From an optimization exercise on the open Yosys and OpenROAD flow, aimed at small area; shortcuts taken in it are not production practice.
Only simulation tests tie the RTL to the original design; equivalence was not proved.
Power figures rest on the tool's default switching activity, not on a simulated workload.

// text2matrix
module text2matrix (
    input  wire        clk,
    input  wire        rst,
    input  wire        invert,
    input  wire        cmd_valid,
    output wire        cmd_ready,
    input  wire [31:0] cmd,
    output wire [1:0]  status,
    output wire [7:0]  row,
    output wire [7:0]  col
);
    localparam [5:0] BLANK = 6'd3;
    localparam [5:0] TERM  = 6'd63;
    localparam [2:0] S_IDLE  = 3'd0;
    localparam [2:0] S_WTXT  = 3'd1;
    localparam [2:0] S_WFRM  = 3'd2;
    localparam [2:0] S_ENC   = 3'd3;
    localparam [2:0] S_INIT  = 3'd4;
    localparam [2:0] S_FILL  = 3'd5;
    localparam [2:0] S_SYNC  = 3'd6;
    localparam [2:0] S_SHOW  = 3'd7;
    reg  [5:0]   t;           
    reg  [191:0] txr;         
    reg  [191:0] snr;         
    reg  [63:0]  ufr;         
    reg          inv;
    reg          pbv;
    reg  [2:0]   st;
    reg          draw;
    reg          render;
    reg          wphase;      
    reg          term;        
    reg  [5:0]   len;
    reg  [15:0]  arg;         
    reg  [2:0]   o;           
    reg  [2:0]   rp;          
    reg          pend;        
    reg  [5:0]   w0, w1, w2;  
    reg          pv;          
    reg  [5:0]   pidx;        
    reg  [7:0]   sh;          
    reg  [7:0]   cf;          
    reg  [2:0]   s;           
    reg          rv;          
    wire         busy = st != S_IDLE;
    assign cmd_ready = ~busy;
    assign status    = {pbv, busy};
    assign row       = (rv ? (8'd1 << s) : 8'd0) ^ {8{inv}};
    assign col       = cf;
    wire [3:0]  op  = cmd[31:28];
    wire [3:0]  rsv = cmd[27:24];
    wire [15:0] a16 = cmd[23:8];
    wire [7:0]  a8  = cmd[7:0];
    wire accept = cmd_valid && !busy;
    wire ok_wtxt    = rsv == 4'd0 && op == 4'h1 && a16 < 16'd32;
    wire ok_wfrm    = rsv == 4'd0 && op == 4'h2 && a16 < 16'd8;
    wire ok_encode  = rsv == 4'd0 && op == 4'h3 && a8 == 8'd0 && a16 <= 16'd32 && !pbv;
  ...
==> flow/config.mk <==
export PLATFORM = sky130hd
export DESIGN_NAME = text2matrix
export DESIGN_NICKNAME = text2matrix
export VERILOG_FILES = /design/flow/design.v
export SDC_FILE = /design/flow/constraint.sdc
export NUM_CORES = 4
export LEC_CHECK = 0
export CAP_MARGIN = 20
export CORE_MARGIN = 2
export CORE_UTILIZATION = 50
export GPL_TIMING_DRIVEN = 0
export PLACE_DENSITY = 0.6
export SLEW_MARGIN = 20
==> flow/constraint.sdc <==
create_clock -name core_clock -period 14.0 [get_ports {clk}]
set_input_delay 2.8000 -clock core_clock [delete_from_list [all_inputs] [get_ports {clk}]]
set_output_delay 2.8000 -clock core_clock [all_outputs]
set_load 0.01 [all_outputs]
standard.sh (not shown) runs the stock make flow with config.mk's settings and CLKGATE_MAP_FILE= SYNTH_SCRIPT=/design/flow/synth_recipe.tcl, a recipe that flattens the netlist after the stock synthesis.
==> flow/flow/run.sh <==
#!/bin/bash
# Layout flow: the standard flow (standard.sh) with these changes:
#  - synthesis maps the logic with an area-oriented ABC script that maps it
#    five times over (flow/synth_wrap.tcl, flow/abc_small.script)
#    and leaves adders to ABC instead of mapping them to ha/fa cells first;
#  - clock tree synthesis inserts no dummy loads and builds larger sink clusters
#    from clkbuf_8 buffers;
#  - the buffer that placement puts on every input and output port is buf_1.
# Each make run's full output goes to its own log here; ORFS keeps each step's
# log under orfs/logs/.
set -euo pipefail
cd "$(dirname "$0")/.."
W=$(pwd)
export FLOW_SYNTH_TCL="$W/synth_recipe.tcl"
CTS="-sink_clustering_enable -repair_clock_nets -dont_use_dummy_load -buf_list {sky130_fd_sc_hd__clkbuf_8} -sink_clustering_size 18 -sink_clustering_max_diameter 50"
PORTS="-buffer_cell sky130_fd_sc_hd__buf_1"
SYN=("SYNTH_SCRIPT=$W/flow/synth_wrap.tcl" "ADDER_MAP_FILE=")
bash standard.sh "${SYN[@]}" synth > "$W/run_synth.log" 2>&1
bash standard.sh "${SYN[@]}" "CTS_ARGS=$CTS" "BUFFER_PORTS_ARGS=$PORTS" finish > "$W/run_layout.log" 2>&1
==> flow/flow/abc_small.script <==
strash
dc2
dc2
dc2
&get -n
&dch -f
&nf -R 1000
&put
strash
dc2
&get -n
&dch -f
&nf -R 1000
&put
strash
dc2
&get -n
&dch -f
&nf -R 1000
&put
strash
dc2
&get -n
&dch -f
&nf -R 1000
&put
strash
dc2
&get -n
&dch -f
&nf -R 1000
&put
==> flow/flow/synth_wrap.tcl <==
# The standard synthesis (synth_recipe.tcl, named by FLOW_SYNTH_TCL), with
# flow/abc_small.script, an area-oriented script, as the ABC script of its
# technology mapping. Nothing else changes: the same passes, the same registers.
set abc_small [file join [file dirname [file normalize [info script]]] abc_small.script]
proc abc {args} {
    global abc_small
    set i [lsearch -exact $args -script]
    if {$i >= 0} {
        lset args [expr {$i + 1}] $abc_small
    }
    yosys abc {*}$args
}
source $::env(FLOW_SYNTH_TCL)
Next try:
Settings changed: CAP_MARGIN 20 to 5, PLACE_DENSITY 0.6 to 0.75, SLEW_MARGIN 20 to 5.
The new run finished with timing, DRC and antenna clean.
Total power barely changes.
Maximum frequency went down by 5.7%.
Non-clock buffer count decreases by 5.
Critical path depth grows by 4.
Next try:
--- a/flow/flow/run.sh
+++ b/flow/flow/run.sh
@@ -3,2 +3 @@
-#  - synthesis maps the logic with an area-oriented ABC script that maps it
-#    five times over (flow/synth_wrap.tcl, flow/abc_small.script)
+#  - synthesis maps the logic with an area-oriented ABC script (flow/synth_wrap.tcl)
==> flow/flow/abc_small.script (replaced) <==
strash
dc2
dc2
dc2
&get -n
&dch -f
&nf -R 1000
&put
Settings changed: CAP_MARGIN 5 to 20, PLACE_DENSITY 0.75 to 0.6, SLEW_MARGIN 5 to 20.
What happened: The new run produced a clean layout; final cell count increases by 2.6%; clock power decreases by about 2%; power decreases by 1.1%.
Next try:
--- a/flow/flow/run.sh
+++ b/flow/flow/run.sh
@@ -3 +3,2 @@
-#  - synthesis maps the logic with an area-oriented ABC script (flow/synth_wrap.tcl)
+#  - synthesis maps the logic with an area-oriented ABC script that maps it
+#    five times over (flow/synth_wrap.tcl, flow/abc_small.script)
@@ -6 +7 @@
-#    from clkbuf_8 buffers;
+#    from clkbuf_16 buffers;
@@ -14 +15 @@
-CTS="-sink_clustering_enable -repair_clock_nets -dont_use_dummy_load -buf_list {sky130_fd_sc_hd__clkbuf_8} -sink_clustering_size 18 -sink_clustering_max_diameter 50"
+CTS="-sink_clustering_enable -repair_clock_nets -dont_use_dummy_load -buf_list {sky130_fd_sc_hd__clkbuf_16} -sink_clustering_size 32 -sink_clustering_max_diameter 60"
==> flow/flow/abc_small.script (replaced) <==
strash
dc2
dc2
dc2
&get -n
&dch -f
&nf -R 1000
&put
strash
dc2
&get -n
&dch -f
&nf -R 1000
&put
strash
dc2
&get -n
&dch -f
&nf -R 1000
&put
strash
dc2
&get -n
&dch -f
&nf -R 1000
&put
strash
dc2
&get -n
&dch -f
&nf -R 1000
&put
Outcome: The changed run ran to the end with no violations; worst hold slack gets worse by 0.026 ns; clock-buffer cell count came out lower by 14; total power grows by 4.0%; sequential share of layout area is about the same; cell area is about the same; synthesized cell count falls by 3.4%; setup slack gains 0.13 ns; utilization increases by 0.33 points; clock skew rose by 0.035 ns; first-iteration DRC count increases by 2.2%; flip-flop and latch count is unchanged.

text2matrix, a different RTL version from the one above (not shown whole).
Size: about 2000 cells after synthesis, ~55 I/O pins.
make LEC_CHECK=0 CAP_MARGIN=20 CORE_MARGIN=2 CORE_UTILIZATION=50 PLACE_DENSITY=0.6 SLEW_MARGIN=20 finish   # period 14.0 ns
run.sh (not shown) runs the stock make flow with config.mk's settings and CLKGATE_MAP_FILE= SYNTH_SCRIPT=/design/flow/synth_recipe.tcl, a recipe that flattens the netlist after the stock synthesis.
Stock flow here: none of the scripts above is used.
The first run went through all stages and came out clean.
Next try:
==> flow/flow/run.sh (new file) <==
#!/bin/bash
# Layout flow: the standard flow (standard.sh) with two changes:
#  - synthesis maps the logic with an area-oriented ABC script (flow/synth_wrap.tcl);
#  - clock tree synthesis inserts no dummy loads and uses smaller clock buffers.
# Each make run's full output goes to its own log here; ORFS keeps each step's
# log under orfs/logs/.
set -euo pipefail
cd "$(dirname "$0")/.."
W=$(pwd)
export FLOW_SYNTH_TCL="$W/synth_recipe.tcl"
CTS="-sink_clustering_enable -repair_clock_nets -dont_use_dummy_load -buf_list {sky130_fd_sc_hd__clkbuf_4 sky130_fd_sc_hd__clkbuf_8}"
bash standard.sh "SYNTH_SCRIPT=$W/flow/synth_wrap.tcl" synth > "$W/run_synth.log" 2>&1
bash standard.sh "SYNTH_SCRIPT=$W/flow/synth_wrap.tcl" "CTS_ARGS=$CTS" finish > "$W/run_layout.log" 2>&1
==> flow/flow/abc_small.script (new file) <==
strash
dc2
dc2
dc2
&get -n
&dch -f
&nf -R 1000
&put
==> flow/flow/synth_wrap.tcl (new file) <==
# The standard synthesis (synth_recipe.tcl, named by FLOW_SYNTH_TCL), with
# flow/abc_small.script, an area-oriented script, as the ABC script of its
# technology mapping. Nothing else changes: the same passes, the same registers.
set abc_small [file join [file dirname [file normalize [info script]]] abc_small.script]
proc abc {args} {
    global abc_small
    set i [lsearch -exact $args -script]
    if {$i >= 0} {
        lset args [expr {$i + 1}] $abc_small
    }
    yosys abc {*}$args
}
source $::env(FLOW_SYNTH_TCL)
==> flow/standard.sh (new file) <==
#!/bin/bash
# synth_recipe.tcl (not shown) runs the flow's synth.tcl, then flattens the netlist and writes it again
# the make line also repeats each setting of config.mk as NAME=value (left out here)
make -C /OpenROAD-flow-scripts/flow DESIGN_CONFIG=/design/flow/config.mk WORK_HOME=/design/flow/orfs CLKGATE_MAP_FILE= SYNTH_SCRIPT=/design/flow/synth_recipe.tcl "${@:-finish}"
removed: flow/run.sh
First-iteration DRC count went down by roughly a tenth.
Worst hold slack degrades by 0.040 ns.
Synthesized cell count went down by roughly a tenth.
Die area went down by a little under a tenth.
Wire length went down by roughly a tenth.
Setup slack degrades by 0.43 ns.
Global-route usage went down by 0.89 points.
Critical path depth went up by 8.
Final cell count went down by a few percent.

== the baseline ==
text2matrix, a different RTL version from the one above (not shown whole).
For scale: ~1500 cells after synthesis, about 540 flip-flops, roughly 55 I/O pins.
clock: 14.0 ns
lec_check: 0
cap_margin: 5
core_margin: 2
core_utilization: 50
gpl_timing_driven: 0
place_density: 0.6
slew_margin: 5
standard.sh (not shown) runs the stock make flow with config.mk's settings and CLKGATE_MAP_FILE= SYNTH_SCRIPT=/design/flow/synth_recipe.tcl, a recipe that flattens the netlist after the stock synthesis.
==> flow/flow/run.sh <==
#!/bin/bash
# Layout flow: the standard flow (standard.sh) with these changes:
#  - synthesis maps the logic with an area-oriented ABC script that maps it
#    five times over (flow/synth_wrap.tcl, flow/abc_small.script)
#    and leaves adders to ABC instead of mapping them to ha/fa cells first;
#  - clock tree synthesis inserts no dummy loads and builds larger sink clusters
#    from clkbuf_8 buffers;
#  - the buffer that placement puts on every input and output port is buf_1.
# Each make run's full output goes to its own log here; ORFS keeps each step's
# log under orfs/logs/.
set -euo pipefail
cd "$(dirname "$0")/.."
W=$(pwd)
export FLOW_SYNTH_TCL="$W/synth_recipe.tcl"
CTS="-sink_clustering_enable -repair_clock_nets -dont_use_dummy_load -buf_list {sky130_fd_sc_hd__clkbuf_8} -sink_clustering_size 21 -sink_clustering_max_diameter 45"
PORTS="-buffer_cell sky130_fd_sc_hd__buf_1"
SYN=("SYNTH_SCRIPT=$W/flow/synth_wrap.tcl" "ADDER_MAP_FILE=")
bash standard.sh "${SYN[@]}" synth > "$W/run_synth.log" 2>&1
bash standard.sh "${SYN[@]}" "CTS_ARGS=$CTS" "BUFFER_PORTS_ARGS=$PORTS" finish > "$W/run_layout.log" 2>&1
==> flow/flow/abc_small.script <==
strash
dc2
dc2
dc2
&get -n
&dch -f
&nf -R 1000
&put
strash
dc2
&get -n
&dch -f
&nf -R 1000
&put
strash
dc2
&get -n
&dch -f
&nf -R 1000
&put
strash
dc2
&get -n
&dch -f
&nf -R 1000
&put
strash
dc2
&get -n
&dch -f
&nf -R 1000
&put
==> flow/flow/synth_wrap.tcl <==
# The standard synthesis (synth_recipe.tcl, named by FLOW_SYNTH_TCL), with
# flow/abc_small.script, an area-oriented script, as the ABC script of its
# technology mapping. Nothing else changes: the same passes, the same registers.
set abc_small [file join [file dirname [file normalize [info script]]] abc_small.script]
proc abc {args} {
    global abc_small
    set i [lsearch -exact $args -script]
    if {$i >= 0} {
        lset args [expr {$i + 1}] $abc_small
    }
    yosys abc {*}$args
}
source $::env(FLOW_SYNTH_TCL)
Edits applied to the flow inputs when going from the baseline to the candidate:
-- flow/flow/run.sh --
<<< the baseline, line 13
W=$(pwd)
export FLOW_SYNTH_TCL="$W/synth_recipe.tcl"
CTS="-sink_clustering_enable -repair_clock_nets -dont_use_dummy_load -buf_list {sky130_fd_sc_hd__clkbuf_8} -sink_clustering_size 21 -sink_clustering_max_diameter 45"
PORTS="-buffer_cell sky130_fd_sc_hd__buf_1"
SYN=("SYNTH_SCRIPT=$W/flow/synth_wrap.tcl" "ADDER_MAP_FILE=")
>>> the candidate, line 13
W=$(pwd)
export FLOW_SYNTH_TCL="$W/synth_recipe.tcl"
CTS="-sink_clustering_enable -repair_clock_nets -dont_use_dummy_load -buf_list {sky130_fd_sc_hd__clkbuf_8} -sink_clustering_size 18 -sink_clustering_max_diameter 50"
PORTS="-buffer_cell sky130_fd_sc_hd__buf_1"
SYN=("SYNTH_SCRIPT=$W/flow/synth_wrap.tcl" "ADDER_MAP_FILE=")
==> results.txt <==
The number of antenna diodes of the candidate is higher than that of the baseline.
The candidate vs. the baseline: number of buffers and inverters on the critical path increased 1, summed instance area of the synthesized netlist saw little to no change, fmax decreased 0.64%.

== main ==
Another version of the RTL of text2matrix (not shown whole).
Size in the first run: ~540 flip-flops, roughly 55 I/O pins, ~18000 um2 of cells after synthesis.
==> flow/config.mk <==
export PLATFORM = sky130hd
export DESIGN_NAME = text2matrix
export DESIGN_NICKNAME = text2matrix
export VERILOG_FILES = /design/flow/design.v
export SDC_FILE = /design/flow/constraint.sdc
export NUM_CORES = 4
export LEC_CHECK = 0
export CAP_MARGIN = 20
export CORE_MARGIN = 2
export CORE_UTILIZATION = 50
export PLACE_DENSITY = 0.6
export SLEW_MARGIN = 20
==> flow/constraint.sdc <==
create_clock -name core_clock -period 14.0 [get_ports {clk}]
set_input_delay 2.8000 -clock core_clock [delete_from_list [all_inputs] [get_ports {clk}]]
set_output_delay 2.8000 -clock core_clock [all_outputs]
set_load 0.01 [all_outputs]
==> flow/flow/run.sh <==
#!/bin/bash
# Layout flow: the standard flow (standard.sh) with two changes:
#  - synthesis maps the logic with an area-oriented ABC script (flow/synth_wrap.tcl);
#  - clock tree synthesis inserts no dummy loads and builds larger sink clusters
#    from clkbuf_8 buffers;
#  - the buffer that placement puts on every input and output port is buf_1.
# Each make run's full output goes to its own log here; ORFS keeps each step's
# log under orfs/logs/.
set -euo pipefail
cd "$(dirname "$0")/.."
W=$(pwd)
export FLOW_SYNTH_TCL="$W/synth_recipe.tcl"
CTS="-sink_clustering_enable -repair_clock_nets -dont_use_dummy_load -buf_list {sky130_fd_sc_hd__clkbuf_8} -sink_clustering_size 24 -sink_clustering_max_diameter 80"
PORTS="-buffer_cell sky130_fd_sc_hd__buf_1"
bash standard.sh "SYNTH_SCRIPT=$W/flow/synth_wrap.tcl" synth > "$W/run_synth.log" 2>&1
bash standard.sh "SYNTH_SCRIPT=$W/flow/synth_wrap.tcl" "CTS_ARGS=$CTS" "BUFFER_PORTS_ARGS=$PORTS" finish > "$W/run_layout.log" 2>&1
==> flow/flow/abc_small.script <==
strash
dc2
dc2
dc2
&get -n
&dch -f
&nf -R 1000
&put
Scripts as last shown in full above: flow/flow/synth_wrap.tcl
Having completed the whole flow, main delivered a layout that passed the timing, DRC and antenna checks.
Modified inputs, the feature branch compared to main
--- a/flow/flow/run.sh
+++ b/flow/flow/run.sh
@@ -2 +2 @@
-# Layout flow: the standard flow (standard.sh) with two changes:
+# Layout flow: the standard flow (standard.sh) with these changes:
@@ -13 +13 @@
-CTS="-sink_clustering_enable -repair_clock_nets -dont_use_dummy_load -buf_list {sky130_fd_sc_hd__clkbuf_8} -sink_clustering_size 24 -sink_clustering_max_diameter 80"
+CTS="-sink_clustering_enable -repair_clock_nets -dont_use_dummy_load -buf_list {sky130_fd_sc_hd__clkbuf_8} -sink_clustering_size 18 -sink_clustering_max_diameter 50"
[summary]
Compared with main, in the feature branch count of clock-buffer cells in the layout now sits higher, worst slack on hold paths went down by 0.0099 ns.
The feature branch: data required time at the worst endpoint is 0.07 ns lower than what main reported.
The feature branch ends up with a share of the cycle needed by the critical path after routing that is 0.31 points lower than in main.
The feature branch vs main, clock latency reported for the late side of the worst-skew pair went down by 0.06 ns.

-- static timing again, ports no longer ideal --
Ports are ideal in the flow. The routed layouts listed here were re-timed in OpenROAD. Step 1, drivers: a clkbuf_16 drives clk and a buf_2 each remaining input, both assumed. Step 2 also shifts input and output timing later by t, the mid clock arrival at the registers, as if the neighbouring blocks saw the same clock. a / b / c = ideal / step 1 / step 2; a / b = the first two.
run | t (ns) | slack for setup (ns) | worst setup path after step 2 | latest minus earliest clock arrival (ns) | worst data-port slew with drivers (ns)
the first run of note 1 | 0.592 | 7.585 / 7.585 / 7.585 | register to register | 0.092 / 0.091 | 0.04
the second run of note 1 | 0.595 | 7.195 / 7.195 / 7.195 | register to register | 0.095 / 0.095 | 0.05
the third run of note 1 | 0.601 | 7.415 / 7.415 / 7.415 | register to register | 0.093 / 0.092 | 0.03
the fourth run of note 1 | 0.580 | 7.541 / 7.541 / 7.541 | register to register | 0.138 / 0.138 | 0.04
the first run of note 2 | 0.636 | 7.462 / 7.462 / 7.462 | register to register | 0.048 / 0.048 | 0.05
the second run of note 2 | 0.639 | 7.037 / 7.037 / 6.776 | input to register | 0.076 / 0.077 | 0.06
the baseline | 0.578 | 7.619 / 7.619 / 7.619 | register to register | 0.115 / 0.115 | 0.04
the candidate | 0.573 | 7.577 / 7.577 / 7.577 | register to register | 0.112 / 0.112 | 0.04
main | 0.652 | 7.431 / 7.431 / 7.431 | register to register | 0.110 / 0.110 | 0.04
the feature branch | 0.613 | 7.475 / 7.475 / 7.386 | input to register | 0.083 / 0.083 | 0.04
After both steps every run listed still meets setup and hold. The setup slack of the second run of note 2, which loses most, moves by 0.000 ns with the drivers and by -0.261 ns with both steps.
